Context: an optimization exercise on an open-source flow, tuned for small area, a short achievable clock period and few clock cycles. The choices shown serve that exercise and are no tape-out recipe.
At most, simulation tests tie the RTL to the original design; equivalence was not proved.
Function not checked in run 1: the RTL went through the layout flow alone.
Power figures rest on the tool's default switching activity, not on a simulated workload.

==> flow/design.v <==
module fww_macro_cpu (
    input  wire        clk,
    input  wire        rst,           
    input  wire        start,         
    input  wire [11:0] start_pc,
    input  wire        ext_allowed,   
    output wire        busy,
    output wire        done,
    output wire [2:0]  status_code,
    output wire [15:0] status_info,
    output wire [15:0] acc,
    output wire [15:0] pc,
    output wire [15:0] ir,
    output wire        mem_req,
    output wire        mem_we,
    output wire [11:0] mem_addr,
    output wire [15:0] mem_wdata,
    input  wire        mem_ack,
    input  wire [15:0] mem_rdata
);
    localparam I_IDLE    = 0,
               I_DONE    = 1,
               I_FETCH   = 2,     
               I_DECODE  = 3,     
               I_OPREAD  = 4,     
               I_WRITE   = 5,     
               I_READ2   = 6,     
               I_NEXT    = 7,     
               I_MUL     = 8,
               I_DIV     = 9,
               I_NEXTMD  = 10,    
               I_NMDR    = 11,    
               I_REFETCH = 12,    
               I_JS2     = 13,    
               I_DZFIX   = 14,    
               I_DZREF   = 15;    
    localparam [2:0] ST_HALTED  = 3'd1,
                     ST_DIVZERO = 3'd2,
                     ST_EXTDIS  = 3'd3,
                     ST_ADDROOR = 3'd4;
    localparam [3:0] OP_LOAD = 4'd1,  OP_STORE = 4'd2,
                     OP_ADD = 4'd3,  OP_SUB = 4'd4,   OP_MUL = 4'd5,
                     OP_DIV = 4'd6,  OP_JUMP = 4'd7,  OP_JZ = 4'd8,
                     OP_JN = 4'd9,   OP_JSUB = 4'd10, OP_RET = 4'd11,
                     OP_LOADI = 4'd12, OP_LOADID = 4'd13;
    reg [15:0] st;
    reg [15:0] acc_r, pc_r, ir_r;
    reg [15:0] v_r;             
    reg [2:0]  st_code;
    reg        info_v;          
    reg        info_opnd;       
    reg        info_opc;        
    reg        info_pc;         
    reg        ext_r;
    reg        neg_r;           
    reg        yinv_r;          
    reg [3:0]  cnt;             
    reg        dsq_r;           
    reg        wd_pc;           
    reg        g_apc;           
    reg        g_req;           
    reg        g_reqpc;         
    reg        g_we;            
    reg        g_xinv;          
    reg        g_xir;           
    reg        g_yen;           
    wire s_idle = st[I_IDLE],   s_done = st[I_DONE],     s_fetch = st[I_FETCH];
    wire s_dec  = st[I_DECODE], s_opr  = st[I_OPREAD],   s_wr    = st[I_WRITE];
    wire s_rd2  = st[I_READ2],  s_next = st[I_NEXT],     s_mul   = st[I_MUL];
    wire s_div  = st[I_DIV],    s_nmd  = st[I_NEXTMD],   s_nmdr  = st[I_NMDR];
    wire s_ref  = st[I_REFETCH], s_js2 = st[I_JS2],      s_dzf   = st[I_DZFIX];
    wire s_dzr  = st[I_DZREF];
    function automatic is_read(input [3:0] op);
        is_read = (op == OP_LOAD) || (op == OP_ADD) || (op == OP_SUB) || (op == OP_MUL) ||
                  (op == OP_DIV) || (op == OP_RET) || (op == OP_LOADID);
    endfunction
    wire [3:0]  opcode  = ir_r[15:12];
    wire [11:0] operand = ir_r[11:0];
    wire [15:0] pc_inc  = {3'd0, {1'b0, pc_r[11:0]} + 13'd1};    
    wire        pc_last = (pc_r[11:0] == 12'hfff);    
    wire        pc_ok   = (pc_r[15:12] == 4'd0);
    wire        acc_zero = (acc_r == 16'd0);
    wire o_load  = (opcode == OP_LOAD);
    wire o_store = (opcode == OP_STORE);
    wire o_add   = (opcode == OP_ADD);
    wire o_sub   = (opcode == OP_SUB);
    wire o_mul   = (opcode == OP_MUL);
    wire o_div   = (opcode == OP_DIV);
    wire o_jsub  = (opcode == OP_JSUB);
    wire o_ret   = (opcode == OP_RET);
    wire o_loadi = (opcode == OP_LOADI);
    wire o_ldid  = (opcode == OP_LOADID);
    wire o_jump  = (opcode == OP_JUMP) || (opcode == OP_JZ) || (opcode == OP_JN);
    wire op_read  = is_read(opcode);
    wire op_write = o_store | o_jsub;
    wire ext_bad  = (o_loadi | o_ldid) & ~ext_r;
    wire [3:0] r_op     = mem_rdata[15:12];
    wire       r_store  = (r_op == OP_STORE);
    wire       r_jsub   = (r_op == OP_JSUB);
    wire       r_extbad = ((r_op == OP_LOADI) || (r_op == OP_LOADID)) && !ext_r;
    wire       r_taken  = (r_op == OP_JUMP) ||
                          ((r_op == OP_JZ) && acc_zero) ||
                          ((r_op == OP_JN) && acc_r[15]);
    wire       r_seq    = (r_op != 4'd0) && !is_read(r_op) && !r_store && !r_jsub &&
                          !r_taken && !r_extbad;
    wire       r_halt   = (mem_rdata == 16'd0);
    wire       r_dreq   = (is_read(r_op) & ~r_extbad) | r_store | r_taken;
    wire rdata_zero = r_halt;
    wire ack        = mem_ack;
    wire        x_ir  = g_xir;
    wire        x_inv = g_xinv;
    wire        y_en  = g_yen;
    wire        y_inv = yinv_r ^ (s_div & ir_r[15]);
    wire        cin   = y_inv | x_inv;
    wire [15:0] add_x = x_ir ? (s_div ? {ir_r[14:0], acc_r[15]} : ir_r)
                             : (acc_r ^ {16{x_inv}});
    wire [15:0] add_y = (v_r ^ {16{y_inv}}) & {16{y_en}};
    wire [16:0] add_s = {1'b0, add_x} + {1'b0, add_y} + {16'd0, cin};
    wire        qbit  = ~add_s[15];    
    wire mul_last = (acc_r[15:1] == 15'd0);
    wire skip4    = (ir_r == 16'd0) && (acc_r[15:12] == 4'd0) && (cnt >= 4'd3);
    assign busy        = ~s_idle & ~s_done;
    assign done        = s_done;
    assign status_code = st_code;
    assign status_info = ({16{info_pc}}   & pc_r) |
                         ({16{info_v}}    & v_r) |
                         ({16{info_opnd}} & {4'd0, operand}) |
                         ({16{info_opc}}  & {12'd0, opcode});
    assign acc         = acc_r;
    assign pc          = pc_r;
    assign ir          = ir_r;
    assign mem_req   = g_req | (g_reqpc & pc_ok);
    assign mem_we    = g_we;
    assign mem_addr  = ({12{g_apc}} & pc_r[11:0]) |
                       ({12{s_rd2}} & v_r[11:0]) |
                       ({12{~g_apc & ~s_rd2}} & operand);
    assign mem_wdata = wd_pc ? pc_r : acc_r;    
    wire go      = (s_idle | s_done) & start;
    wire f_ack   = s_fetch & pc_ok & ack;
    wire f_bad   = s_fetch & ~pc_ok;
    wire o_ack   = s_opr & ack;
    wire ld_bad  = o_ack & o_ldid & (mem_rdata[15:12] != 4'd0);
    wire d_bad   = s_dec & ext_bad;
    wire div_end = s_div & (skip4 ? (cnt == 4'd3) : (cnt == 4'd0));
    wire md_end  = (s_mul & mul_last) | div_end;
    wire [15:0] st_n;
    assign st_n[I_IDLE]    = s_idle & ~start;
    assign st_n[I_DONE]    = (s_done & ~start) | f_bad | (f_ack & r_halt) | d_bad | ld_bad |
                             (s_dzr & ack);
    assign st_n[I_FETCH]   = go | (s_fetch & pc_ok & ~ack) |
                             (s_dec & ~op_read & ~op_write & ~ext_bad) |
                             (o_ack & o_ret) | s_next | s_nmd | s_js2 | (s_ref & ack);
    assign st_n[I_DECODE]  = f_ack & ~r_halt;
    assign st_n[I_OPREAD]  = (s_dec & op_read & ~ext_bad) | (s_opr & ~ack);
    assign st_n[I_WRITE]   = (s_dec & op_write) | (s_wr & ~ack);
    assign st_n[I_READ2]   = (o_ack & o_ldid & ~ld_bad) | (s_rd2 & ~ack);
    assign st_n[I_NEXT]    = (o_ack & (o_load | o_add | o_sub)) | (s_wr & ack & ~o_jsub) |
                             (s_rd2 & ack);
    assign st_n[I_MUL]     = (o_ack & o_mul) | (s_mul & ~mul_last);
    assign st_n[I_DIV]     = (o_ack & o_div & ~rdata_zero) | (s_div & ~div_end);
    assign st_n[I_NEXTMD]  = md_end & ~pc_last;
    assign st_n[I_NMDR]    = md_end & pc_last;
    assign st_n[I_REFETCH] = s_nmdr | (s_ref & ~ack);
    assign st_n[I_JS2]     = s_wr & ack & o_jsub;
    assign st_n[I_DZFIX]   = o_ack & o_div & rdata_zero;
    assign st_n[I_DZREF]   = s_dzf | (s_dzr & ~ack);
    always @(posedge clk) begin
        if (rst) begin
            st      <= 16'd1 << I_IDLE;
            g_req   <= 1'b0;
            g_reqpc <= 1'b0;
            g_we    <= 1'b0;
        end else begin
            st      <= st_n;
            g_req   <= st_n[I_OPREAD] | st_n[I_WRITE] | st_n[I_READ2] | st_n[I_NEXTMD] |
                       st_n[I_NMDR] | st_n[I_REFETCH] | st_n[I_DZFIX] | st_n[I_DZREF] |
                       (f_ack & r_dreq);
            g_reqpc <= st_n[I_FETCH] | st_n[I_NEXT] | (f_ack & r_seq);
            g_we    <= st_n[I_WRITE] | (f_ack & r_store);
        end
        g_apc  <= st_n[I_FETCH] | st_n[I_NEXT] | st_n[I_NEXTMD] | st_n[I_NMDR] |
                  st_n[I_REFETCH] | st_n[I_DZFIX] | st_n[I_DZREF] | (f_ack & r_seq);
        g_xinv <= st_n[I_OPREAD] | st_n[I_NEXTMD] | st_n[I_NMDR] | st_n[I_DZFIX];
        g_xir  <= st_n[I_MUL] | st_n[I_DIV];
        g_yen  <= st_n[I_NEXT] | st_n[I_DIV] | (o_ack & o_mul & acc_r[0]) |
                  (s_mul & ~mul_last & acc_r[1]);
    end
    always @(posedge clk) begin
        if (go)
            pc_r <= {4'd0, start_pc};
        else if ((s_dec & o_jump & ~dsq_r) | (s_wr & ack & o_jsub))
            pc_r <= {4'd0, operand};
        else if ((f_ack & r_seq) | (s_dec & (o_jsub | (opcode == 4'd0))) |
                 (o_ack & (o_load | o_add | o_sub)) | (s_wr & ack & ~o_jsub) |
                 (s_rd2 & ack) | (md_end & ~pc_last) | (s_ref & ack) | s_js2)
            pc_r <= pc_inc;
        else if (o_ack & o_ret)
            pc_r <= mem_rdata;
        if (go)
            acc_r <= 16'd0;
        else if ((s_dec & o_loadi & dsq_r) | (s_next & (o_load | o_ldid)))
            acc_r <= v_r;
        else if ((s_next & (o_add | o_sub)) | (o_ack & o_div & acc_r[15]) |
                 ((s_nmd | s_nmdr | s_dzf) & neg_r) | (s_mul & mul_last))
            acc_r <= add_s[15:0];
        else if (s_mul)
            acc_r <= {1'b0, acc_r[15:1]};
        else if (s_div)
            acc_r <= skip4 ? {acc_r[11:0], 4'd0} : {acc_r[14:0], qbit};
        if (o_ack & (o_mul | o_div))
            ir_r <= 16'd0;
        else if (f_ack | (s_ref & ack) | (s_dzr & ack))
            ir_r <= mem_rdata;
        else if ((s_mul & ~mul_last) | (s_div & ~skip4))
            ir_r <= add_s[15:0];
        if (f_ack)
            v_r <= {4'd0, mem_rdata[11:0]};
        else if (o_ack | (s_rd2 & ack))
            v_r <= mem_rdata;
        else if (s_mul)
            v_r <= {v_r[14:0], 1'b0};
        if (f_ack) begin
            dsq_r <= r_seq;
            wd_pc <= r_jsub;
        end
        if (o_ack) begin
            yinv_r <= o_sub | (o_div & ~mem_rdata[15]);
            neg_r  <= o_div & (acc_r[15] ^ mem_rdata[15]);
        end
        if (go | busy) begin
            st_code <= {f_bad | ld_bad, d_bad | (s_dzr & ack), (f_ack & r_halt) | d_bad};
            info_v    <= ld_bad;
            info_opnd <= s_dzr & ack;
            info_opc  <= d_bad;
            info_pc   <= ~ld_bad & ~(s_dzr & ack) & ~d_bad;
        end
        if (go)
            ext_r <= ext_allowed;
        if (o_ack & o_div)
            cnt <= 4'd15;
        else if (s_div)
            cnt <= cnt - (skip4 ? 4'd4 : 4'd1);
    end
endmodule
==> flow/flow/run.sh <==
#!/bin/bash
set -euo pipefail
cd "$(dirname "$0")/.."
export BUFFER_PORTS_ARGS="-buffer_cell sky130_fd_sc_hd__buf_1"
bash standard.sh > standard_make.log 2>&1
==> flow/standard.sh <==
#!/bin/bash
# synth_recipe.tcl (not shown) runs the flow's synth.tcl, then flattens the netlist and writes it again
# the make line also repeats each setting of config.mk as NAME=value (left out here)
make -C /OpenROAD-flow-scripts/flow DESIGN_CONFIG=/design/flow/config.mk WORK_HOME=/design/flow/orfs CLKGATE_MAP_FILE= SYNTH_SCRIPT=/design/flow/synth_recipe.tcl "${@:-finish}"
==> flow/config.mk <==
export PLATFORM = sky130hd
export DESIGN_NAME = fww_macro_cpu
export DESIGN_NICKNAME = fww_macro_cpu
export VERILOG_FILES = /design/flow/design.v
export SDC_FILE = /design/flow/constraint.sdc
export NUM_CORES = 4
export LEC_CHECK = 0
export CAP_MARGIN = 20
export CORE_MARGIN = 2
export CORE_UTILIZATION = 40
export SETUP_SLACK_MARGIN = 4.5
export SLEW_MARGIN = 20
==> flow/constraint.sdc <==
create_clock -name core_clock -period 8.0 [get_ports {clk}]
set_input_delay 1.6000 -clock core_clock [delete_from_list [all_inputs] [get_ports {clk}]]
set_output_delay 1.6000 -clock core_clock [all_outputs]
set_load 0.01 [all_outputs]
==> run_summary.xml, run 1 <==
<?xml version="1.0" encoding="UTF-8"?>
<metrics>
  <group name="outcome">
    <metric name="run_status" unit="">no timing/DRC/antenna violations</metric>
  </group>
  <group name="sta">
    <metric name="timing_max_transition_violations_final" unit="">0</metric>
    <metric name="whs" unit="ps">500</metric>
    <metric name="final.setup.tns" unit="ps">0</metric>
    <metric name="maximum_clock_rate" unit="MHz">288</metric>
    <metric name="final-hold-violation-count" unit="">0</metric>
    <metric name="rsz_0062_raised_after_global_routing" unit="">yes</metric>
    <metric name="finalClockSkew" unit="ps">16.2</metric>
    <metric name="timing.final.crit_period" unit="ps">3470</metric>
    <metric name="final.period_utilization" unit="">0.433</metric>
    <metric name="worst_pin_slew" unit="ps">922</metric>
    <metric name="worst_slew_margin_rel" unit="">0.379</metric>
    <metric name="finalSetupViolCount" unit="">0</metric>
  </group>
  <group name="cells_and_area">
    <metric name="diodes" unit="">0</metric>
    <metric name="fin_nets" unit="">1078</metric>
    <metric name="fillerInstances" unit="">1930</metric>
    <metric name="finish.instance_area" unit="um2">8790</metric>
    <metric name="layout-drive-gt1-share" unit="">0.0990</metric>
    <metric name="synthToLayoutAreaGrowth" unit="%">14.3</metric>
  </group>
  <group name="clock_network">
    <metric name="clk-insertion-delay-late" unit="ps">370</metric>
    <metric name="tritoncts" unit="">built</metric>
    <metric name="clock_sink_count" unit="">103</metric>
    <metric name="ctsRootBufferMaster" unit="">sky130_fd_sc_hd__clkbuf_16</metric>
    <metric name="clockBufferDepth" unit="">2</metric>
    <metric name="cts_inserted_buffers" unit="">9</metric>
    <metric name="htreeDepth" unit="">3</metric>
    <metric name="hold_buffer_count_at_cts" unit="">0</metric>
    <metric name="clk_pin_slew" unit="ps">90</metric>
  </group>
  <group name="routing">
    <metric name="detail_route.drc_violations" unit="">0</metric>
    <metric name="route.detailed.vias_per_inst" unit="">6.09</metric>
    <metric name="wl_met3" unit="um">2860</metric>
    <metric name="drt-pass1-iter-count" unit="">9</metric>
    <metric name="antenna_left" unit="">0</metric>
    <metric name="wirelength" unit="um">28600</metric>
    <metric name="dr.first_iter.drc_count" unit="">816</metric>
    <metric name="post_drt_wl_per_cell" unit="um">22.6</metric>
    <metric name="routed-wl-met2" unit="um">12600</metric>
    <metric name="vias" unit="">7694</metric>
    <metric name="wl_met1" unit="um">12400</metric>
    <metric name="route.top_layer_used" unit="">met4</metric>
  </group>
  <group name="floorplan">
    <metric name="rows" unit="">50</metric>
    <metric name="die_y" unit="um">143</metric>
    <metric name="start_util" unit="">0.410</metric>
    <metric name="die_area" unit="um2">20400</metric>
    <metric name="ioPinCount" unit="">132</metric>
    <metric name="die_w" unit="um">143</metric>
    <metric name="core-area" unit="um2">18800</metric>
  </group>
  <group name="setup_path">
    <metric name="worstSetupStartpointType" unit="">register</metric>
    <metric name="critical_path.endpoint_type" unit="">output pin</metric>
    <metric name="cpPeakStageDelay" unit="ps">920</metric>
    <metric name="worstPathCellList" unit="">mux2_2 &gt; buf_1</metric>
    <metric name="critPathBufInv" unit="">1</metric>
    <metric name="worst_ep_required_time" unit="ps">6400</metric>
    <metric name="critPathKind" unit="">reg2out</metric>
    <metric name="timing.critical_path.arrival" unit="ps">1870</metric>
    <metric name="worstPathMaxFanout" unit="">16</metric>
    <metric name="cp_max_stage_cell" unit="">sky130_fd_sc_hd__edfxtp_1</metric>
    <metric name="critPathTopFamily" unit="">flip-flops</metric>
  </group>
  <group name="synth">
    <metric name="mappedNetlistArea" unit="um2">7690</metric>
    <metric name="mappedNetlistNets" unit="">987</metric>
    <metric name="netlist.top_cell.by_area" unit="">sky130_fd_sc_hd__dfxtp_1</metric>
    <metric name="warning_count_from_the_yosys_run" unit="">1</metric>
    <metric name="ys_ff_latch" unit="">103</metric>
    <metric name="netlist_top_cells_count" unit="">93 x sky130_fd_sc_hd__nand2_1, 83 x sky130_fd_sc_hd__nor2_1, 67 x sky130_fd_sc_hd__dfxtp_1</metric>
    <metric name="synth.lib_cells_used.distinct" unit="">72</metric>
    <metric name="post_synth_inst_count" unit="">934</metric>
    <metric name="ys_top_cells_by_area" unit="">sky130_fd_sc_hd__dfxtp_1 17%, sky130_fd_sc_hd__edfxtp_1 14%, sky130_fd_sc_hd__mux2i_1 5.7%</metric>
    <metric name="ys_dominant_reg_cell" unit="">sky130_fd_sc_hd__dfxtp_1</metric>
    <metric name="synthDominantCellAreaShare" unit="">0.174</metric>
    <metric name="syn_area_per_cell" unit="um2">8.23</metric>
    <metric name="synth.most_common_cell" unit="">sky130_fd_sc_hd__nand2_1</metric>
    <metric name="synth_async_sr_flop_share" unit="">0</metric>
    <metric name="synth_sequential_area_ratio" unit="">0.315</metric>
    <metric name="synth-edff-count" unit="">36</metric>
  </group>
  <group name="grt">
    <metric name="gr-usage-all-layers" unit="">0.275</metric>
    <metric name="via_count_of_the_first_global_routing_pass" unit="">7154</metric>
    <metric name="antenna_found_initial" unit="">0</metric>
    <metric name="overflow_after_grt" unit="">0</metric>
    <metric name="grt_first_pass_wirelength" unit="um">42600</metric>
    <metric name="grt_max_degree" unit="">33</metric>
  </group>
  <group name="place">
    <metric name="hpwlAfterDp" unit="um">20500</metric>
    <metric name="port_buffers" unit="">131</metric>
    <metric name="globalplace.congestion" unit="">0.945</metric>
    <metric name="dpl_cell_area" unit="um2">8260</metric>
  </group>
  <group name="job">
    <metric name="maxCapViolCount" unit="">0</metric>
  </group>
  <group name="pwr">
    <metric name="static_leakage" unit="nW">3.45</metric>
    <metric name="pwr_density_cell" unit="nW/um2">185</metric>
    <metric name="peakVddDrop" unit="mV">0.113</metric>
  </group>
  <group name="worst_hold_path">
    <metric name="min-delay-path-class" unit="">reg2reg</metric>
  </group>
</metrics>
==> tightest hold or removal path, stage by stage (launching register included) <==
cell and delay, ps:
sky130_fd_sc_hd__dfxtp_1 350, sky130_fd_sc_hd__xor2_1 70, sky130_fd_sc_hd__nand2_1 50
==> stage by stage <==
stage	power (mW)	setup slack, ps	instances	utilization
after global placement	1.14	3790	1240	0.440
after detailed placement	1.14	3680	1240	0.440
final	1.63	4530	1264	0.468
after floorplan	0.971	4510	934	-
after global routing	1.70	4380	1264	0.468
after CTS	1.62	4470	1260	0.463
==> state kept, by name, indices dropped and copies added, names as in the netlist, 3 cells and up <==
register / flops
st: 16
cnt: 4
pc_r: 16
st_code: 3
ir_r: 16
acc_r: 16
v_r: 16
==> kinds of logic after synthesis <==
logic type                 share of synthesized area
AOI/OAI and AO/OA                              0.214
xor gates and xnor gates                      0.0705
adders and majority gates                     0.0345
buffers and inverters                         0.0558
DFF                                            0.315
muxes                                         0.0968
and+or+nand+nor                                0.213
==> area by class of cell <==
class	instances	area, um2	area share
clock buffers	9	225	0.0256
inverters	29	109	0.0124
flip-flops and latches	103	2430	0.276
multi-input cells	734	4960	0.565
well taps	234	293	0.0333
repair buffers	148	682	0.0776
clock inverters	7	91.3	0.0104
==> timing repair <==
| item | CTS | global route |
|---|---|---|
| cloned | 1 | 1 |
| pin swaps | 2 | 5 |
| endpoints found under the setup margin | 67 | 60 |
| gates resized for setup | 18 | 16 |
| buffers inserted | 3 | 3 |
==> worst paths after layout <==
check | from | end | slack [ps] | cells past startpoint
setup / recovery | wd_pc$_DFFE_PP_ | mem_wdata[13] | 4530 | 2
hold / removal | cnt[3]$_SDFFE_PP1P_ | cnt[3]$_SDFFE_PP1P_ | 500 | 2
setup reg to reg | st[9]$_SDFF_PP0_ | ir_r[14]$_SDFFE_PP0P_ | 4590 | 15
hold reg to reg | cnt[3]$_SDFFE_PP1P_ | cnt[3]$_SDFFE_PP1P_ | 500 | 2
==> cells in the final DEF (no fill, tap or decap), drive strengths merged, types with 24 or more instances in the layout <==
| cell | count |
|---|---|
| a211oi | 24 |
| a21oi | 60 |
| buf | 145 |
| dfxtp | 67 |
| edfxtp | 36 |
| inv | 33 |
| mux2 | 27 |
| mux2i | 44 |
| nand2 | 93 |
| nand3 | 35 |
| nor2 | 85 |
| nor3 | 32 |
| o21ai | 59 |
| xnor2 | 28 |
| xor2 | 33 |
==> routing by layer <==
metal,vias up,global-route usage
met5,-,0
met4,0,0.0865
met3,54,0.0530
met2,407,0.415
met1,3638,0.398
li1,3595,-
==> power breakdown <==
part | leakage [nW] | total [mW] | internal (mW) | switching [mW]
Sequential | 0.895 | 0.744 | 0.595 | 0.149
Combinational | 2.40 | 0.407 | 0.166 | 0.241
Clock | 0.154 | 0.478 | 0.228 | 0.250
Total | 3.45 | 1.63 | 0.989 | 0.640
==> run 2, diff against run 1 <==
--- a/flow/design.v
+++ b/flow/design.v
@@ -47,10 +47,6 @@
     reg [15:0] acc_r, pc_r, ir_r;
     reg [15:0] v_r;             
     reg [2:0]  st_code;
-    reg        info_v;          
-    reg        info_opnd;       
-    reg        info_opc;        
-    reg        info_pc;         
     reg        ext_r;
     reg        neg_r;           
     reg        yinv_r;          
@@ -122,10 +118,7 @@
     assign busy        = ~s_idle & ~s_done;
     assign done        = s_done;
     assign status_code = st_code;
-    assign status_info = ({16{info_pc}}   & pc_r) |
-                         ({16{info_v}}    & v_r) |
-                         ({16{info_opnd}} & {4'd0, operand}) |
-                         ({16{info_opc}}  & {12'd0, opcode});
+    assign status_info = v_r;
     assign acc         = acc_r;
     assign pc          = pc_r;
     assign ir          = ir_r;
@@ -213,12 +206,16 @@
             ir_r <= mem_rdata;
         else if ((s_mul & ~mul_last) | (s_div & ~skip4))
             ir_r <= add_s[15:0];
-        if (f_ack)
+        if ((f_ack & r_halt) | f_bad)
+            v_r <= pc_r;
+        else if (f_ack | (s_dzr & ack))
             v_r <= {4'd0, mem_rdata[11:0]};
         else if (o_ack | (s_rd2 & ack))
             v_r <= mem_rdata;
         else if (s_mul)
             v_r <= {v_r[14:0], 1'b0};
+        else if (d_bad)
+            v_r <= {12'd0, opcode};
         if (f_ack) begin
             dsq_r <= r_seq;
             wd_pc <= r_jsub;
@@ -229,10 +226,6 @@
         end
         if (go | busy) begin
             st_code <= {f_bad | ld_bad, d_bad | (s_dzr & ack), (f_ack & r_halt) | d_bad};
-            info_v    <= ld_bad;
-            info_opnd <= s_dzr & ack;
-            info_opc  <= d_bad;
-            info_pc   <= ~ld_bad & ~(s_dzr & ack) & ~d_bad;
         end
         if (go)
             ext_r <= ext_allowed;
--- a/flow/config.mk
+++ b/flow/config.mk
@@ -8,5 +8,5 @@
 export CAP_MARGIN = 20
 export CORE_MARGIN = 2
 export CORE_UTILIZATION = 40
-export SETUP_SLACK_MARGIN = 4.5
+export SETUP_SLACK_MARGIN = 4.75
 export SLEW_MARGIN = 20
==> run 2 against run 1 <==
  * Utilization increased by 0.88 points
  * Cell count about the same
  * Largest power group unchanged
  * Design area increased by 0.85%
  * Global-route usage increased by 0.27 points
  * Critical path type is now in2reg
  * Largest cell class unchanged
  * Highest routed layer unchanged
  * First-iteration DRC count increased by 16%
  * Via count increased by 2.3%
  * Area after synthesis decreased by 1.9%
==> run_summary.xml, run 2 <==
<?xml version="1.0" encoding="UTF-8"?>
<metrics>
  <group name="pwr">
    <metric name="static_leakage" unit="nW">3.43</metric>
    <metric name="pwr_density_cell" unit="nW/um2">181</metric>
    <metric name="peakVddDrop" unit="mV">0.143</metric>
  </group>
  <group name="synth">
    <metric name="synth-edff-count" unit="">36</metric>
    <metric name="warning_count_from_the_yosys_run" unit="">1</metric>
    <metric name="synthDominantCellAreaShare" unit="">0.167</metric>
    <metric name="ys_dominant_reg_cell" unit="">sky130_fd_sc_hd__dfxtp_1</metric>
    <metric name="synth.most_common_cell" unit="">sky130_fd_sc_hd__nand2_1</metric>
    <metric name="synth_sequential_area_ratio" unit="">0.310</metric>
    <metric name="post_synth_inst_count" unit="">920</metric>
    <metric name="netlist_top_cells_count" unit="">112 x sky130_fd_sc_hd__nand2_1, 74 x sky130_fd_sc_hd__a21oi_1, 66 x sky130_fd_sc_hd__nor2_1</metric>
    <metric name="mappedNetlistNets" unit="">973</metric>
    <metric name="synth.lib_cells_used.distinct" unit="">76</metric>
    <metric name="mappedNetlistArea" unit="um2">7550</metric>
    <metric name="syn_area_per_cell" unit="um2">8.20</metric>
    <metric name="netlist.top_cell.by_area" unit="">sky130_fd_sc_hd__dfxtp_1</metric>
    <metric name="ys_ff_latch" unit="">99</metric>
    <metric name="ys_top_cells_by_area" unit="">sky130_fd_sc_hd__dfxtp_1 17%, sky130_fd_sc_hd__edfxtp_1 14%, sky130_fd_sc_hd__mux2i_1 7.3%</metric>
    <metric name="synth_async_sr_flop_share" unit="">0</metric>
  </group>
  <group name="cells_and_area">
    <metric name="final-seq-area" unit="um2">2360</metric>
    <metric name="final_cell_mix" unit="">126 x sky130_fd_sc_hd__buf_1, 109 x sky130_fd_sc_hd__nand2_1, 72 x sky130_fd_sc_hd__a21oi_1, 65 x sky130_fd_sc_hd__nor2_1, 55 x sky130_fd_sc_hd__dfxtp_1</metric>
    <metric name="fillerInstances" unit="">1846</metric>
    <metric name="fin_nets" unit="">1076</metric>
    <metric name="mostFrequentLayoutCell" unit="">sky130_fd_sc_hd__buf_1</metric>
    <metric name="synthToLayoutAreaGrowth" unit="%">17.5</metric>
    <metric name="multiInputGateArea" unit="um2">5040</metric>
    <metric name="layout-drive-gt1-share" unit="">0.126</metric>
  </group>
  <group name="routing">
    <metric name="post_drt_wl_per_cell" unit="um">22.7</metric>
    <metric name="drt-pass1-iter-count" unit="">6</metric>
    <metric name="dr.first_iter.drc_count" unit="">948</metric>
    <metric name="route.detailed.vias_per_inst" unit="">6.23</metric>
    <metric name="antenna_left" unit="">0</metric>
    <metric name="detail_route.drc_violations" unit="">0</metric>
    <metric name="wirelength" unit="um">28700</metric>
    <metric name="vias" unit="">7870</metric>
  </group>
  <group name="place">
    <metric name="dp_slack" unit="ps">3660</metric>
    <metric name="hpwlAfterDp" unit="um">20600</metric>
    <metric name="port_buffers" unit="">131</metric>
    <metric name="globalplace.congestion" unit="">0.915</metric>
  </group>
  <group name="floorplan">
    <metric name="ioPinCount" unit="">132</metric>
    <metric name="rows" unit="">50</metric>
    <metric name="core-area" unit="um2">18600</metric>
    <metric name="start_util" unit="">0.406</metric>
    <metric name="die_area" unit="um2">20000</metric>
    <metric name="die_y" unit="um">141</metric>
    <metric name="die_w" unit="um">141</metric>
  </group>
  <group name="sta">
    <metric name="final-hold-violation-count" unit="">0</metric>
    <metric name="maximum_clock_rate" unit="MHz">302</metric>
    <metric name="timing_max_transition_violations_final" unit="">0</metric>
    <metric name="finalSetupViolCount" unit="">0</metric>
    <metric name="worst_slew_margin_rel" unit="">0.365</metric>
    <metric name="setup_ws_final" unit="ps">4690</metric>
    <metric name="finalClockSkew" unit="ps">13.1</metric>
    <metric name="timing.final.crit_period" unit="ps">3310</metric>
    <metric name="final.setup.tns" unit="ps">0</metric>
    <metric name="final.period_utilization" unit="">0.414</metric>
    <metric name="worst_pin_slew" unit="ps">953</metric>
    <metric name="rsz_0062_raised_after_global_routing" unit="">yes</metric>
  </group>
  <group name="setup_path">
    <metric name="timing.critical_path.arrival" unit="ps">3400</metric>
    <metric name="critPathKind" unit="">in2reg</metric>
    <metric name="critical_path.reg2reg.startpoint" unit="">yinv_r$_DFFE_PP_</metric>
    <metric name="worst_ep_required_time" unit="ps">8090</metric>
    <metric name="r2r_cells" unit="">13</metric>
    <metric name="worstSetupStartpointType" unit="">input port</metric>
    <metric name="worst_reg2reg_setup_slack" unit="ps">4870</metric>
    <metric name="regToRegEndpoint" unit="">acc_r[13]$_SDFFE_PP0P_</metric>
    <metric name="worstPathMaxFanout" unit="">24</metric>
    <metric name="critical_path.endpoint_type" unit="">register</metric>
  </group>
  <group name="worst_hold_path">
    <metric name="whs_endpoint" unit="">cnt[3]$_SDFFE_PP1P_</metric>
    <metric name="min-delay-path-class" unit="">reg2reg</metric>
    <metric name="holdCritStartpoint" unit="">cnt[3]$_SDFFE_PP1P_</metric>
    <metric name="timing.hold.worst_path_depth" unit="">2</metric>
  </group>
  <group name="clock_network">
    <metric name="htreeDepth" unit="">3</metric>
    <metric name="hold_buffer_count_at_cts" unit="">0</metric>
    <metric name="clk-insertion-delay-late" unit="ps">360</metric>
    <metric name="clockBufferDepth" unit="">2</metric>
    <metric name="clock_sink_count" unit="">99</metric>
    <metric name="ctsRootBufferMaster" unit="">sky130_fd_sc_hd__clkbuf_16</metric>
    <metric name="clk_pin_slew" unit="ps">70</metric>
    <metric name="tritoncts" unit="">built</metric>
    <metric name="cts_inserted_buffers" unit="">9</metric>
  </group>
  <group name="grt">
    <metric name="grt_max_degree" unit="">33</metric>
    <metric name="overflow_after_grt" unit="">0</metric>
    <metric name="via_count_of_the_first_global_routing_pass" unit="">7050</metric>
    <metric name="antenna_found_initial" unit="">0</metric>
    <metric name="grt_first_pass_wirelength" unit="um">42800</metric>
    <metric name="gr-usage-all-layers" unit="">0.278</metric>
  </group>
  <group name="job">
    <metric name="maxCapViolCount" unit="">0</metric>
  </group>
  <group name="outcome">
    <metric name="run_status" unit="">no timing/DRC/antenna violations</metric>
  </group>
</metrics>
-- run 2: area by class of cell --
class | count | area share
flip-flops and latches | 99 | 0.266
clock buffers | 9 | 0.0254
multi-input cells | 731 | 0.569
well taps | 234 | 0.0330
repair buffers | 160 | 0.0909
clock inverters | 7 | 0.00677
inverters | 22 | 0.00931
diodes | 1 | 0.000282
-- run 2: logic make-up after synthesis --
logic type               count (synthesis)  share of synthesized area
buffers and inverters                   92                     0.0527
flip-flops                              99                      0.310
AO/OA/AOI/OAI                          258                      0.224
multiplexers                            69                     0.0938
AND/OR/NAND/NOR                        322                      0.213
adder cells (fa/ha/maj)                 20                     0.0351
XOR/XNOR                                60                     0.0706
-- run 2: per-layer routing --
metal,part of all wire,vias up,routed length (um),global-route usage
met5,0,-,0,0
met4,0.023,0,653,0.0821
met3,0.10,60,2930,0.0526
met2,0.44,485,12600,0.411
met1,0.44,3756,12500,0.411
li1,-,3569,-,-
-- run 2: worst max-delay path by stage --
stage,cells past startpoint,slack (ps),from,to
after detailed placement,6,3660,mem_rdata[13],v_r[8]$_DFFE_PP_
after global placement,6,3670,mem_rdata[13],v_r[8]$_DFFE_PP_
after global routing,7,4650,mem_rdata[13],v_r[0]$_DFFE_PP_
after floorplan,10,4600,mem_ack,acc_r[12]$_SDFFE_PP0P_
after CTS,6,4640,mem_rdata[13],v_r[8]$_DFFE_PP_
final,6,4690,mem_rdata[13],v_r[6]$_DFFE_PP_
-- run 2: through the flow --
step	std cells	power, mW	cell area (um2)	utilization	hold WS, ps
2_1_floorplan	920	0.962	7680	-	453
4_1_cts	1255	1.57	8690	0.468	504
3_5_place_dp	1222	1.14	8150	0.439	484
5_1_grt	1262	1.67	8860	0.477	532
6_report	1263	1.60	8870	0.477	499
3_3_place_gp	1222	1.14	8150	0.439	486
-- run 2: power breakdown --
group	switching [mW]	leakage, nW	internal [mW]
sequential	0.169	0.862	0.581
clock	0.215	0.137	0.216
combinational	0.249	2.43	0.174
total	0.633	3.43	0.971
-- run 2: critical path, stage by stage --
cell and delay (ps):
sky130_fd_sc_hd__buf_2 190, sky130_fd_sc_hd__nor4_2 550, sky130_fd_sc_hd__and4_1 440, sky130_fd_sc_hd__nand2_1 200, sky130_fd_sc_hd__nand2_4 260, sky130_fd_sc_hd__o21ai_0 160
-- run 2: repair_timing --
item / 4_1_cts / 5_1_grt
buffers inserted: 15 / 6
cloned: 2 / 1
setup endpoints to repair: 115 / 76
pin swaps: 3 / 13
resized for setup: 24 / 28
Testbench counts of run 2, summed over its fixed seeds: cycles 296,501.
==> run 3, diff against run 2 <==
--- a/flow/config.mk
+++ b/flow/config.mk
@@ -8,5 +8,5 @@
 export CAP_MARGIN = 20
 export CORE_MARGIN = 2
 export CORE_UTILIZATION = 40
-export SETUP_SLACK_MARGIN = 4.75
+export SETUP_SLACK_MARGIN = 4.5
 export SLEW_MARGIN = 20
==> run 3 against run 2 <==
  * Count of clock-buffer cells in the layout increased by 2
  * Synthesized cell count unchanged
  * First-iteration DRC count decreased by 11%
  * Critical endpoint is now mem_wdata[11]
  * Still clean
  * Critical path depth decreased by 4
  * Design area decreased by 2.9%
  * Combinational power decreased by 1%
  * Die area unchanged
  * Cell count decreased by 1.0%
==> run_summary.xml, run 3 <==
<?xml version="1.0" encoding="UTF-8"?>
<metrics>
  <group name="pwr">
    <metric name="cellInternalPower" unit="mW">1.00</metric>
    <metric name="clock_power_frac" unit="">0.285</metric>
    <metric name="sequential_power_share" unit="">0.458</metric>
    <metric name="power_switching" unit="mW">0.625</metric>
    <metric name="static_leakage" unit="nW">3.36</metric>
    <metric name="pwr_density_cell" unit="nW/um2">189</metric>
    <metric name="comb_power_frac" unit="">0.257</metric>
    <metric name="final_total_pwr" unit="mW">1.63</metric>
    <metric name="swShare" unit="">0.385</metric>
    <metric name="peakVddDrop" unit="mV">0.120</metric>
  </group>
  <group name="setup_path">
    <metric name="critical_path.endpoint_type" unit="">output pin</metric>
    <metric name="worst_ep_required_time" unit="ps">6400</metric>
    <metric name="critPathKind" unit="">reg2out</metric>
    <metric name="cp_max_stage_cell" unit="">sky130_fd_sc_hd__edfxtp_1</metric>
    <metric name="timing.critical_path.arrival" unit="ps">1850</metric>
    <metric name="worstPathCellList" unit="">mux2_2 &gt; buf_1</metric>
    <metric name="worstPathMaxFanout" unit="">18</metric>
    <metric name="worstSetupStartpointType" unit="">register</metric>
    <metric name="worst_reg2reg_setup_slack" unit="ps">4680</metric>
    <metric name="cpPeakStageDelay" unit="ps">890</metric>
  </group>
  <group name="synth">
    <metric name="mappedNetlistArea" unit="um2">7550</metric>
    <metric name="warning_count_from_the_yosys_run" unit="">1</metric>
    <metric name="ys_dominant_reg_cell" unit="">sky130_fd_sc_hd__dfxtp_1</metric>
    <metric name="synth_async_sr_flop_share" unit="">0</metric>
    <metric name="ys_top_cells_by_area" unit="">sky130_fd_sc_hd__dfxtp_1 17%, sky130_fd_sc_hd__edfxtp_1 14%, sky130_fd_sc_hd__mux2i_1 7.3%</metric>
    <metric name="synth.lib_cells_used.distinct" unit="">76</metric>
    <metric name="synth_sequential_area_ratio" unit="">0.310</metric>
    <metric name="netlist.top_cell.by_area" unit="">sky130_fd_sc_hd__dfxtp_1</metric>
    <metric name="post_synth_inst_count" unit="">920</metric>
    <metric name="syn_area_per_cell" unit="um2">8.20</metric>
    <metric name="synthDominantCellAreaShare" unit="">0.167</metric>
    <metric name="synth-edff-count" unit="">36</metric>
    <metric name="mappedNetlistNets" unit="">973</metric>
    <metric name="netlist_top_cells_count" unit="">112 x sky130_fd_sc_hd__nand2_1, 74 x sky130_fd_sc_hd__a21oi_1, 66 x sky130_fd_sc_hd__nor2_1</metric>
    <metric name="synth.most_common_cell" unit="">sky130_fd_sc_hd__nand2_1</metric>
    <metric name="ys_ff_latch" unit="">99</metric>
  </group>
  <group name="floorplan">
    <metric name="die_area" unit="um2">20000</metric>
    <metric name="core-area" unit="um2">18600</metric>
    <metric name="rows" unit="">50</metric>
    <metric name="die_w" unit="um">141</metric>
    <metric name="ioPinCount" unit="">132</metric>
    <metric name="die_y" unit="um">141</metric>
    <metric name="start_util" unit="">0.406</metric>
  </group>
  <group name="cells_and_area">
    <metric name="finish.instance_area" unit="um2">8610</metric>
    <metric name="diodes" unit="">0</metric>
    <metric name="post_layout_utilization_of_the_core" unit="">0.464</metric>
    <metric name="layout-drive-gt1-share" unit="">0.0925</metric>
    <metric name="fin_nets" unit="">1064</metric>
    <metric name="mostFrequentLayoutCell" unit="">sky130_fd_sc_hd__buf_1</metric>
    <metric name="finish.cell_count_without_fillers" unit="">1250</metric>
    <metric name="final_cell_mix" unit="">127 x sky130_fd_sc_hd__buf_1, 109 x sky130_fd_sc_hd__nand2_1, 74 x sky130_fd_sc_hd__a21oi_1, 65 x sky130_fd_sc_hd__nor2_1, 60 x sky130_fd_sc_hd__dfxtp_1</metric>
    <metric name="synthToLayoutAreaGrowth" unit="%">14.1</metric>
  </group>
  <group name="place">
    <metric name="place_inst" unit="">1224</metric>
    <metric name="port_buffers" unit="">131</metric>
    <metric name="dpl_cell_area" unit="um2">8110</metric>
    <metric name="dp_slack" unit="ps">3730</metric>
    <metric name="hpwlAfterDp" unit="um">20600</metric>
    <metric name="globalplace.congestion" unit="">0.938</metric>
  </group>
  <group name="routing">
    <metric name="detail_route.drc_violations" unit="">0</metric>
    <metric name="wirelength" unit="um">28200</metric>
    <metric name="post_drt_wl_per_cell" unit="um">22.5</metric>
    <metric name="drt-pass1-iter-count" unit="">6</metric>
    <metric name="antenna_left" unit="">0</metric>
    <metric name="vias" unit="">7621</metric>
    <metric name="route.detailed.vias_per_inst" unit="">6.10</metric>
    <metric name="dr.first_iter.drc_count" unit="">848</metric>
  </group>
  <group name="job">
    <metric name="maxCapViolCount" unit="">0</metric>
  </group>
  <group name="worst_hold_path">
    <metric name="min-delay-path-class" unit="">reg2reg</metric>
  </group>
  <group name="clock_network">
    <metric name="clockBufferDepth" unit="">2</metric>
    <metric name="tritoncts" unit="">built</metric>
    <metric name="hold_buffer_count_at_cts" unit="">0</metric>
    <metric name="clk-insertion-delay-late" unit="ps">370</metric>
    <metric name="clk_pin_slew" unit="ps">70</metric>
    <metric name="cts_inserted_buffers" unit="">9</metric>
    <metric name="htreeDepth" unit="">3</metric>
    <metric name="ctsRootBufferMaster" unit="">sky130_fd_sc_hd__clkbuf_16</metric>
    <metric name="clock_sink_count" unit="">99</metric>
  </group>
  <group name="sta">
    <metric name="finalSetupViolCount" unit="">0</metric>
    <metric name="whs" unit="ps">503</metric>
    <metric name="finalClockSkew" unit="ps">6.78</metric>
    <metric name="final.period_utilization" unit="">0.431</metric>
    <metric name="worst_pin_slew" unit="ps">933</metric>
    <metric name="final.setup.tns" unit="ps">0</metric>
    <metric name="setup_ws_final" unit="ps">4550</metric>
    <metric name="timing.final.crit_period" unit="ps">3450</metric>
    <metric name="rsz_0062_raised_after_global_routing" unit="">yes</metric>
    <metric name="timing_max_transition_violations_final" unit="">0</metric>
    <metric name="worst_slew_margin_rel" unit="">0.377</metric>
    <metric name="maximum_clock_rate" unit="MHz">290</metric>
    <metric name="final-hold-violation-count" unit="">0</metric>
  </group>
  <group name="grt">
    <metric name="grt_first_pass_wirelength" unit="um">42600</metric>
    <metric name="overflow_after_grt" unit="">0</metric>
    <metric name="grt_max_degree" unit="">33</metric>
    <metric name="via_count_of_the_first_global_routing_pass" unit="">6937</metric>
    <metric name="antenna_found_initial" unit="">0</metric>
    <metric name="gr-usage-all-layers" unit="">0.278</metric>
  </group>
  <group name="outcome">
    <metric name="run_status" unit="">no timing/DRC/antenna violations</metric>
  </group>
</metrics>
==> run 3: cell counts after synthesis <==
Identical to the previous run, type by type.
==> run 3: worst max-delay path, delay by kind of cell (launching register included) <==
kind	cells	cell delay, ps
buf+inv	1	130
mux	1	450
flops	1	890
==> run 3: kinds of logic after synthesis <==
family / synth area share
buffers and inverters: 0.0527
XOR/XNOR: 0.0706
adder cells (fa/ha/maj): 0.0351
AO/OA/AOI/OAI: 0.224
AND/OR/NAND/NOR: 0.213
flip-flops: 0.310
multiplexers: 0.0938
==> run 3: cell type report <==
class | instances | area [um2]
clock buffer | 11 | 243
fill | 1861 | 9970
inverter | 22 | 82.6
timing repair buffer | 150 | 671
multi-input combinational | 729 | 4920
clock inverter | 5 | 58.8
sequential | 99 | 2350
tap | 234 | 293
==> run 3: metal layers <==
layer / up-vias / routed length [um] / track usage
met4: 0 / 752 / 0.101
met3: 50 / 2630 / 0.0442
met1: 3591 / 12600 / 0.410
li1: 3546 / - / -
met2: 434 / 12100 / 0.411
met5: - / 0 / 0
==> run 3: final timing paths <==
| path | start | endpoint | cells past startpoint |
|---|---|---|---|
| setup / recovery | wd_pc$_DFFE_PP_ | mem_wdata[11] | 2 |
| hold / removal | cnt[3]$_SDFFE_PP1P_ | cnt[3]$_SDFFE_PP1P_ | 2 |
| setup reg to reg | yinv_r$_DFFE_PP_ | ir_r[15]$_SDFFE_PP0P_ | 12 |
| hold reg to reg | cnt[3]$_SDFFE_PP1P_ | cnt[3]$_SDFFE_PP1P_ | 2 |
==> run 3: power by group through the flow <==
stage	sequential, mW	combinational, mW	clock [mW]
global route	0.745	0.459	0.482
CTS	0.738	0.398	0.465
detailed placement	0.748	0.390	0
global placement	0.747	0.388	0
finish	0.744	0.417	0.464
floorplan	0.667	0.286	0
==> run 3: what timing repair did <==
action,in CTS,in global routing
resized for setup,11,19
endpoints found under the setup margin,78,69
cloned,0,0
pin swaps,2,3
setup buffers,8,2
==> run 4, diff against run 3 <==
--- a/flow/config.mk
+++ b/flow/config.mk
@@ -8,5 +8,5 @@
 export CAP_MARGIN = 20
 export CORE_MARGIN = 2
 export CORE_UTILIZATION = 40
-export SETUP_SLACK_MARGIN = 4.5
+export SETUP_SLACK_MARGIN = 4.6
 export SLEW_MARGIN = 20
==> run 4 against run 3 <==
  * Still clean
  * Cell count rose by 0.24%
  * Clock skew rose by 6.0 ps
  * Critical path depth up 5
  * Global-route usage grew 0.19 points
  * Count of clock-buffer cells in the layout is 1 lower
  * Fmax grew 4.6%
  * Synthesized cell count did not move
  * Via count up 2.4%
  * Largest power group unchanged
  * Sequential share of layout area down 0.37 points
  * Die area did not move
==> run_summary.xml, run 4 <==
<?xml version="1.0" encoding="UTF-8"?>
<metrics>
  <group name="outcome">
    <metric name="run_status" unit="">no timing/DRC/antenna violations</metric>
  </group>
  <group name="clock_network">
    <metric name="clk_pin_slew" unit="ps">70</metric>
    <metric name="clockBufferDepth" unit="">2</metric>
    <metric name="tritoncts" unit="">built</metric>
    <metric name="ctsRootBufferMaster" unit="">sky130_fd_sc_hd__clkbuf_16</metric>
    <metric name="clock_sink_count" unit="">99</metric>
    <metric name="clk-insertion-delay-late" unit="ps">360</metric>
    <metric name="cts_inserted_buffers" unit="">9</metric>
    <metric name="htreeDepth" unit="">3</metric>
  </group>
  <group name="grt">
    <metric name="overflow_after_grt" unit="">0</metric>
    <metric name="antenna_found_initial" unit="">1</metric>
    <metric name="grt_first_pass_wirelength" unit="um">43000</metric>
    <metric name="grt_max_degree" unit="">33</metric>
    <metric name="via_count_of_the_first_global_routing_pass" unit="">6922</metric>
    <metric name="gr-usage-all-layers" unit="">0.280</metric>
  </group>
  <group name="synth">
    <metric name="synth.lib_cells_used.distinct" unit="">76</metric>
    <metric name="synth-edff-count" unit="">36</metric>
    <metric name="synth.most_common_cell" unit="">sky130_fd_sc_hd__nand2_1</metric>
    <metric name="post_synth_inst_count" unit="">920</metric>
    <metric name="netlist.top_cell.by_area" unit="">sky130_fd_sc_hd__dfxtp_1</metric>
    <metric name="warning_count_from_the_yosys_run" unit="">1</metric>
    <metric name="ys_top_cells_by_area" unit="">sky130_fd_sc_hd__dfxtp_1 17%, sky130_fd_sc_hd__edfxtp_1 14%, sky130_fd_sc_hd__mux2i_1 7.3%</metric>
    <metric name="synth_async_sr_flop_share" unit="">0</metric>
    <metric name="synth_sequential_area_ratio" unit="">0.310</metric>
    <metric name="netlist_top_cells_count" unit="">112 x sky130_fd_sc_hd__nand2_1, 74 x sky130_fd_sc_hd__a21oi_1, 66 x sky130_fd_sc_hd__nor2_1</metric>
    <metric name="mappedNetlistNets" unit="">973</metric>
    <metric name="mappedNetlistArea" unit="um2">7550</metric>
    <metric name="ys_dominant_reg_cell" unit="">sky130_fd_sc_hd__dfxtp_1</metric>
    <metric name="ys_ff_latch" unit="">99</metric>
    <metric name="synthDominantCellAreaShare" unit="">0.167</metric>
    <metric name="syn_area_per_cell" unit="um2">8.20</metric>
  </group>
  <group name="sta">
    <metric name="timing_max_transition_violations_final" unit="">0</metric>
    <metric name="finalClockSkew" unit="ps">12.7</metric>
    <metric name="finalSetupViolCount" unit="">0</metric>
    <metric name="rsz_0062_raised_after_global_routing" unit="">no</metric>
    <metric name="final.setup.tns" unit="ps">0</metric>
    <metric name="worst_slew_margin_rel" unit="">0.353</metric>
    <metric name="final-hold-violation-count" unit="">0</metric>
    <metric name="worst_pin_slew" unit="ps">968</metric>
    <metric name="maximum_clock_rate" unit="MHz">303</metric>
    <metric name="final.period_utilization" unit="">0.412</metric>
    <metric name="timing.final.crit_period" unit="ps">3300</metric>
  </group>
  <group name="pwr">
    <metric name="sequential_power_share" unit="">0.454</metric>
    <metric name="clock_power_frac" unit="">0.293</metric>
    <metric name="final_total_pwr" unit="mW">1.65</metric>
    <metric name="swShare" unit="">0.381</metric>
    <metric name="cellInternalPower" unit="mW">1.02</metric>
    <metric name="static_leakage" unit="nW">3.40</metric>
    <metric name="comb_power_frac" unit="">0.254</metric>
    <metric name="peakVddDrop" unit="mV">0.0993</metric>
    <metric name="power_switching" unit="mW">0.628</metric>
    <metric name="pwr_density_cell" unit="nW/um2">189</metric>
  </group>
  <group name="routing">
    <metric name="vias" unit="">7801</metric>
    <metric name="post_drt_wl_per_cell" unit="um">22.9</metric>
    <metric name="route.detailed.vias_per_inst" unit="">6.23</metric>
    <metric name="drt-pass1-iter-count" unit="">7</metric>
    <metric name="dr.first_iter.drc_count" unit="">877</metric>
    <metric name="detail_route.drc_violations" unit="">0</metric>
    <metric name="wirelength" unit="um">28700</metric>
    <metric name="antenna_left" unit="">0</metric>
  </group>
  <group name="worst_hold_path">
    <metric name="whs_endpoint" unit="">st[12]$_SDFF_PP0_</metric>
    <metric name="holdCritStartpoint" unit="">st[11]$_SDFF_PP0_</metric>
    <metric name="min-delay-path-class" unit="">reg2reg</metric>
    <metric name="timing.hold.worst_path_depth" unit="">2</metric>
  </group>
  <group name="place">
    <metric name="globalplace.congestion" unit="">0.920</metric>
    <metric name="port_buffers" unit="">131</metric>
    <metric name="hpwlAfterDp" unit="um">20700</metric>
  </group>
  <group name="floorplan">
    <metric name="die_area" unit="um2">20000</metric>
    <metric name="core-area" unit="um2">18600</metric>
    <metric name="ioPinCount" unit="">132</metric>
    <metric name="rows" unit="">50</metric>
    <metric name="die_y" unit="um">141</metric>
    <metric name="start_util" unit="">0.406</metric>
    <metric name="die_w" unit="um">141</metric>
  </group>
  <group name="cells_and_area">
    <metric name="synthToLayoutAreaGrowth" unit="%">15.8</metric>
    <metric name="diodes" unit="">0</metric>
    <metric name="fin_nets" unit="">1067</metric>
    <metric name="mostFrequentLayoutCell" unit="">sky130_fd_sc_hd__buf_1</metric>
    <metric name="layout-drive-gt1-share" unit="">0.105</metric>
    <metric name="final_cell_mix" unit="">126 x sky130_fd_sc_hd__buf_1, 109 x sky130_fd_sc_hd__nand2_1, 73 x sky130_fd_sc_hd__a21oi_1, 65 x sky130_fd_sc_hd__nor2_1, 58 x sky130_fd_sc_hd__dfxtp_1</metric>
  </group>
  <group name="job">
    <metric name="maxCapViolCount" unit="">0</metric>
  </group>
  <group name="setup_path">
    <metric name="cp_max_stage_cell" unit="">sky130_fd_sc_hd__or3_4</metric>
    <metric name="critPathKind" unit="">in2reg</metric>
    <metric name="critPathBufInv" unit="">1</metric>
    <metric name="worstPathMaxFanout" unit="">12</metric>
    <metric name="worstPathCellList" unit="">buf_2 &gt; nand2b_1 &gt; nor4_2 &gt; a221oi_2 &gt; a211oi_2 &gt; o21ai_4 &gt; or3_4</metric>
    <metric name="critical_path.endpoint_type" unit="">register</metric>
    <metric name="worst_ep_required_time" unit="ps">8090</metric>
    <metric name="critical_path.reg2reg.startpoint" unit="">st[9]$_SDFF_PP0_</metric>
    <metric name="worst_reg2reg_setup_slack" unit="ps">4740</metric>
    <metric name="r2r_cells" unit="">14</metric>
    <metric name="worstSetupStartpointType" unit="">input port</metric>
    <metric name="timing.critical_path.arrival" unit="ps">3380</metric>
    <metric name="setup.worst_path.start" unit="">mem_rdata[13]</metric>
    <metric name="regToRegEndpoint" unit="">ir_r[15]$_SDFFE_PP0P_</metric>
    <metric name="cpPeakStageDelay" unit="ps">500</metric>
    <metric name="critPathTopFamily" unit="">simple AND/OR/NAND/NOR gates</metric>
  </group>
</metrics>
[run 4: cell types whose count changed in the layout (fill, tap and decap cells not counted), sizes merged]
cell,change
inv,-1
bufbuf,+1
bufinv,+1
clkbuf,-2
clkinv,+1
buf,+3
[run 4: cell type report]
class	count	area, um2
Multi-Input combinational cell	729	4970
Clock inverter	6	90.1
Tap cell	234	293
Inverter	22	82.6
Fill cell	1842	9840
Clock buffer	10	229
Sequential cell	99	2350
Timing Repair Buffer	153	728
[run 4: per-stage QoR]
stage	setup slack [ps]	instances	hold slack (ps)	util	cell area, um2
after floorplan	4580	920	453	-	7620
after global placement	3850	1224	483	0.438	8130
after detailed placement	3850	1224	491	0.438	8130
after CTS	4630	1251	506	0.465	8640
after global routing	4540	1253	526	0.470	8740
final	4700	1253	503	0.470	8740
[run 4: timing repair]
item,in CTS,in global routing
gates cloned,1,0
gates resized for setup,18,20
pin swaps,3,9
endpoints found under the hold margin,0,0
endpoints found under the setup margin,100,48
buffers inserted,10,2
hold buffers,0,0
[run 4: logic make-up (layout without fill, tap and decap cells)]
group | Yosys count | count (layout) | share of synthesized area
AOI/OAI and AO/OA | 258 | 258 | 0.224
xor gates and xnor gates | 60 | 60 | 0.0706
DFF | 99 | 99 | 0.310
buffers and inverters | 92 | 191 | 0.0527
adders and majority gates | 20 | 20 | 0.0351
and+or+nand+nor | 322 | 322 | 0.213
muxes | 69 | 69 | 0.0938
[run 4: worst min-delay path: stages, from the launching register on]
cell and delay [ps]:
sky130_fd_sc_hd__dfxtp_1 350, sky130_fd_sc_hd__a21oi_1 50, sky130_fd_sc_hd__nor2_1 70
[run 4: how the worst max path moves through the flow]
stage / endpoint / cells after the start
after global routing: ir_r[15]$_SDFFE_PP0P_ / 15
after floorplan: acc_r[3]$_SDFFE_PP0P_ / 10
after global placement: v_r[0]$_DFFE_PP_ / 6
after CTS: ir_r[15]$_SDFFE_PP0P_ / 14
final: pc_r[7]$_DFFE_PP_ / 7
after detailed placement: v_r[11]$_DFFE_PP_ / 6
[run 4: power by group through the flow]
stage	Sequential (mW)	Clock, mW	Combinational, mW
finish	0.749	0.483	0.419
global route	0.748	0.499	0.462
CTS	0.735	0.483	0.409
detailed placement	0.746	0	0.399
global placement	0.747	0	0.397
floorplan	0.668	0	0.290
[run 4: metal layers]
metal	wire length (um)	up-vias	GRT usage
met5	0	-	0
met4	613	0	0.0842
met3	2670	48	0.0277
met2	12400	468	0.416
met1	13000	3730	0.428
li1	-	3555	-

==> static timing again, ports no longer ideal <==
The flow's constraints put no driver on any port. The routed layouts listed below were extracted and timed again, unchanged, in two steps.
Step 1 assumes that a clkbuf_16 drives the clock port and a buf_2 every other input.
Step 2, shift: input delay + t, output delay - t, t = (earliest + latest rising clock arrival at the registers) / 2. This alone moves slack from input paths to output paths.
a / b / c = ideal / step 1 / step 2; a / b = the first two.
run	t (ns)	setup WS [ns]	worst setup path at the end	latest minus earliest clock arrival (ns)	pins driven straight from the clock port
run 1	0.407	4.533 / 4.490 / 4.242	input to register	0.017 / 0.017	1
run 2	0.400	4.686 / 4.711 / 4.311	input to register	0.013 / 0.013	1
run 3	0.404	4.551 / 4.509 / 4.248	input to register	0.006 / 0.007	1
run 4	0.395	4.704 / 4.687 / 4.330	input to register	0.014 / 0.014	1
After both steps setup and hold are still met in every run listed. For run 2, which loses most, drivers alone change the setup slack by +0.025 ns; drivers and shift together by -0.375 ns.
